Source: an optimization exercise on an open RTL-to-GDS flow (aim: small area, a short achievable clock period and few clock cycles). Production flows keep margins and buffers that such runs may drop.
The RTL was checked by simulation tests, not by an equivalence proof against the original design.
Power figures rest on the tool's default switching activity, not on a simulated workload.

// rvf_block_decoder
module rvf_block_decoder (
    input  wire         clk,
    input  wire         rst,
    input  wire         start,
    input  wire [15:0]  frame_len,     
    input  wire [12:0]  num_blocks,    
    output wire         idle,
    input  wire         in_valid,
    input  wire [7:0]   in_data,
    output wire         in_ready,
    output wire         out_valid,
    input  wire         out_ready,
    output wire [11:0]  out_pos,
    output wire         out_copy,      
    output wire [127:0] out_data,      
    output wire         done,
    output wire [2:0]   st_kind,
    output wire [3:0]   st_cause,
    output wire [15:0]  st_rpos,
    output wire [12:0]  st_bpos
);
    localparam S_IDLE = 3'd0,
               S_HDR  = 3'd1,    
               S_EXT  = 3'd2,    
               S_CHK  = 3'd3,    
               S_PALB = 3'd4,    
               S_SEL  = 3'd5,    
               S_DATA = 3'd6,    
               S_FIN  = 3'd7;    
    reg        f0v, f1v;
    reg [7:0]  f0d, f1d;
    reg        in_ready_r;
    wire       hv = f0v;
    wire [7:0] hb = f0d;
    wire       push = in_valid && in_ready_r;
    reg        pop;
    reg [2:0]  state;
    reg        idle_r, done_r;
    reg [2:0]  kind_r;
    reg [3:0]  cause_r;
    reg [15:0] rpos_r;      
    reg [15:0] rem;         
    reg [15:0] pcnt;        
    reg [12:0] cbp;         
    reg        cbp_z;       
    reg [12:0] room;        
    reg        m_skip, m_rep, m_solid, m_raw, m_pal, m_cache;
    reg [1:0]  pw;          
    reg        w1, w2, w3;  
    reg        sel_bad;     
    reg [3:0]  lf;
    reg [12:0] cnt;         
    reg        f3_r;        
    reg        ovr_r;       
    reg [16:0] ck_x;        
    reg        rem_z;       
    reg [2:0]  fi;          
    reg [3:0]  bi;          
    reg [1:0]  sv;          
    reg [7:0]  sel;
    reg [63:0] pal;
    reg        c5f;         
    reg        c5o;         
    reg        c5p;         
    reg        addp;        
    reg [3:0]  head2, head4, head8;
    reg        full2, full4, full8;
    reg        pw_v;        
    reg [1:0]  pw_c;        
    reg [3:0]  pw_slot;
  ...
export LEC_CHECK = 0
export CAP_MARGIN = 20
export CORE_MARGIN = 2
export CORE_UTILIZATION = 40
export PLACE_DENSITY = 0.6
export SLEW_MARGIN = 20
create_clock -name core_clock -period 10.0 [get_ports {clk}]
standard.sh (not shown) runs the stock make flow with config.mk's settings and CLKGATE_MAP_FILE= SYNTH_SCRIPT=/design/flow/synth_recipe.tcl, a recipe that flattens the netlist after the stock synthesis.
==> flow/flow/run.sh <==
#!/bin/bash
# The standard layout (standard.sh: ORFS with the standard synthesis),
# with these changes to how the layout is made:
#  - setup repair aims for 6.5 ns of slack on the 10 ns clock;
#  - the port buffers are buf_2 cells;
#  - CTS clusters up to 28 sinks within 60 um and adds no dummy loads.
# make's full output goes to flow_make.log; ORFS keeps each step's log
# under orfs/logs.
set -euo pipefail
bash standard.sh \
  SETUP_SLACK_MARGIN=6.5 \
  "BUFFER_PORTS_ARGS=-buffer_cell sky130_fd_sc_hd__buf_2" \
  "CTS_ARGS=-sink_clustering_enable -repair_clock_nets -sink_clustering_size 28 -sink_clustering_max_diameter 60 -dont_use_dummy_load" \
  finish > flow_make.log 2>&1
The first run went through all stages and came out clean.
Testbench counts at the start, summed over its fixed seeds: cycles 99,416.
Edit:
ABC_AREA = 1   (was default)
CAP_MARGIN = 5   (was 20)
SLEW_MARGIN = 5   (was 20)
Result: Worst setup slack improved by 0.033 ns; synthesized cell count increases by roughly a tenth; final area decreases slightly; combinational power increases by a quarter to a third; maximum frequency increases slightly; critical path depth decreases by 6; area after synthesis decreases slightly; clock skew increases by 0.020 ns.
Edit:
==> flow/flow/run.sh (replaced) <==
#!/bin/bash
# Standard layout (the standard.sh: ORFS with the standard synthesis) with
# stronger setup repair and plain buffers on the ports. make's output goes to
# flow_make.log; ORFS keeps each step's log under orfs/logs.
set -euo pipefail
bash standard.sh \
  SETUP_SLACK_MARGIN=6.5 \
  "BUFFER_PORTS_ARGS=-buffer_cell sky130_fd_sc_hd__buf_2" \
  finish > flow_make.log 2>&1
ABC_AREA = default   (was 1)
CAP_MARGIN = 20   (was 5)
CORE_UTILIZATION = 65   (was 40)
PLACE_DENSITY = 0.75   (was 0.6)
SLEW_MARGIN = 20   (was 5)
Effect: The changed run finished clean. Utilization rose by 31 points. Via count fell by 2.4%. Synthesized area rose by 0.66%. Routed wire length fell by 8.2%. Clock power rose by 62%. Combinational power fell by 23%. Total power rose by 14%. First-iteration DRC count rose by 25%. Cell count fell by 16%. Setup slack gets worse by 0.019 ns.
Edit:
==> flow/flow/run.sh (replaced) <==
#!/bin/bash
# The standard layout (standard.sh: ORFS with the standard synthesis),
# with these changes to how the layout is made:
#  - setup repair aims for 6.5 ns of slack on the 10 ns clock;
#  - the port buffers are buf_2 cells;
#  - CTS clusters up to 28 sinks within 60 um and adds no dummy loads.
# make's full output goes to flow_make.log; ORFS keeps each step's log
# under orfs/logs.
set -euo pipefail
bash standard.sh \
  SETUP_SLACK_MARGIN=6.5 \
  "BUFFER_PORTS_ARGS=-buffer_cell sky130_fd_sc_hd__buf_2" \
  "CTS_ARGS=-sink_clustering_enable -repair_clock_nets -sink_clustering_size 28 -sink_clustering_max_diameter 60 -dont_use_dummy_load" \
  finish > flow_make.log 2>&1
ABC_AREA = 1   (was default)
Effect: Clock skew rises by 0.059 ns; die area falls by 0.64%; synthesized area falls by 0.65%; cell area falls by 6.3%; power falls by 13%; via count rises by 6.3%; routed wire length rises by 11%.
Edit:
CORE_UTILIZATION = 40   (was 65)
PLACE_DENSITY = 0.6   (was 0.75)
The new run completed without violations.
Synthesized area stays the same.
Worst setup slack gets better by 0.088 ns.
Global-route usage falls by 14 points.


rvf_block_decoder, a different RTL version from the one above (not shown whole).
Size: ~2,200 flip-flops, ~220 I/O pins.
Settings: LEC_CHECK=0, CAP_MARGIN=20, CORE_MARGIN=2, CORE_UTILIZATION=40, PLACE_DENSITY=0.6, SLEW_MARGIN=20; clock period 10.0 ns.
==> flow/flow/run.sh <==
#!/bin/bash
# Standard layout (the standard.sh: ORFS with the standard synthesis) with
# stronger setup repair and plain buffers on the ports. make's output goes to
# flow_make.log; ORFS keeps each step's log under orfs/logs.
set -euo pipefail
bash standard.sh \
  SETUP_SLACK_MARGIN=6.5 \
  "BUFFER_PORTS_ARGS=-buffer_cell sky130_fd_sc_hd__buf_2" \
  finish > flow_make.log 2>&1
Testbench counts at the start, summed over its fixed seeds: cycles 99,416.
Next try:
==> flow/flow/run.sh (replaced) <==
#!/bin/bash
# The standard layout (standard.sh: ORFS with the standard synthesis),
# with these changes to how the layout is made:
#  - setup repair aims for 6.5 ns of slack on the 10 ns clock;
#  - the port buffers are buf_2 cells;
#  - CTS clusters up to 28 sinks within 60 um and adds no dummy loads.
# make's full output goes to flow_make.log; ORFS keeps each step's log
# under orfs/logs.
set -euo pipefail
bash standard.sh \
  SETUP_SLACK_MARGIN=6.5 \
  "BUFFER_PORTS_ARGS=-buffer_cell sky130_fd_sc_hd__buf_2" \
  "CTS_ARGS=-sink_clustering_enable -repair_clock_nets -sink_clustering_size 28 -sink_clustering_max_diameter 60 -dont_use_dummy_load" \
  finish > flow_make.log 2>&1
The changed run completed without violations.
Sequential cell count does not change.
Power drops by about a fifth.
Maximum frequency shrinks slightly.
First-iteration DRC count rises by a few percent.

[separate check: timing with driven ports]
No port has a modelled driver above. Below, the same layouts with a new extraction and two added sets of constraints.
Step 1, drivers: a clkbuf_16 drives clk and a buf_2 each remaining input, both assumed.
Step 2 adds t to the input delays and takes it off the output delays; t is the mean of the earliest and latest rising clock arrival at the registers after step 1. Input paths then give back, and output paths get back, about the clock's delay inside the block.
a / b / c = ideal ports / drivers / drivers and shift; a / b = the first two.
run	t, ns	setup slack, ns	worst setup path after step 2	clock arrival spread, ns	worst register clock-pin slew, ns
the first run of note 1	0.804	6.482 / 6.439 / 5.696	input to register	0.110 / 0.109	0.10 / 0.10
the second run of note 1	0.797	6.515 / 6.515 / 5.847	input to register	0.126 / 0.126	0.10 / 0.10
the third run of note 1	0.861	6.496 / 6.433 / 5.651	input to register	0.048 / 0.048	0.07 / 0.07
the fourth run of note 1	0.778	6.427 / 6.427 / 5.823	input to register	0.119 / 0.119	0.11 / 0.11
the fifth run of note 1	0.797	6.515 / 6.515 / 5.847	input to register	0.126 / 0.126	0.10 / 0.10
the first run of note 2	0.891	6.411 / 6.350 / 5.756	input to register	0.098 / 0.098	0.08 / 0.08
the second run of note 2	0.811	6.387 / 6.387 / 5.669	input to register	0.134 / 0.133	0.10 / 0.10
After both steps every run listed still meets setup and hold. The setup slack of the third run of note 1, which loses most, moves by -0.063 ns with the drivers and by -0.845 ns with both steps.
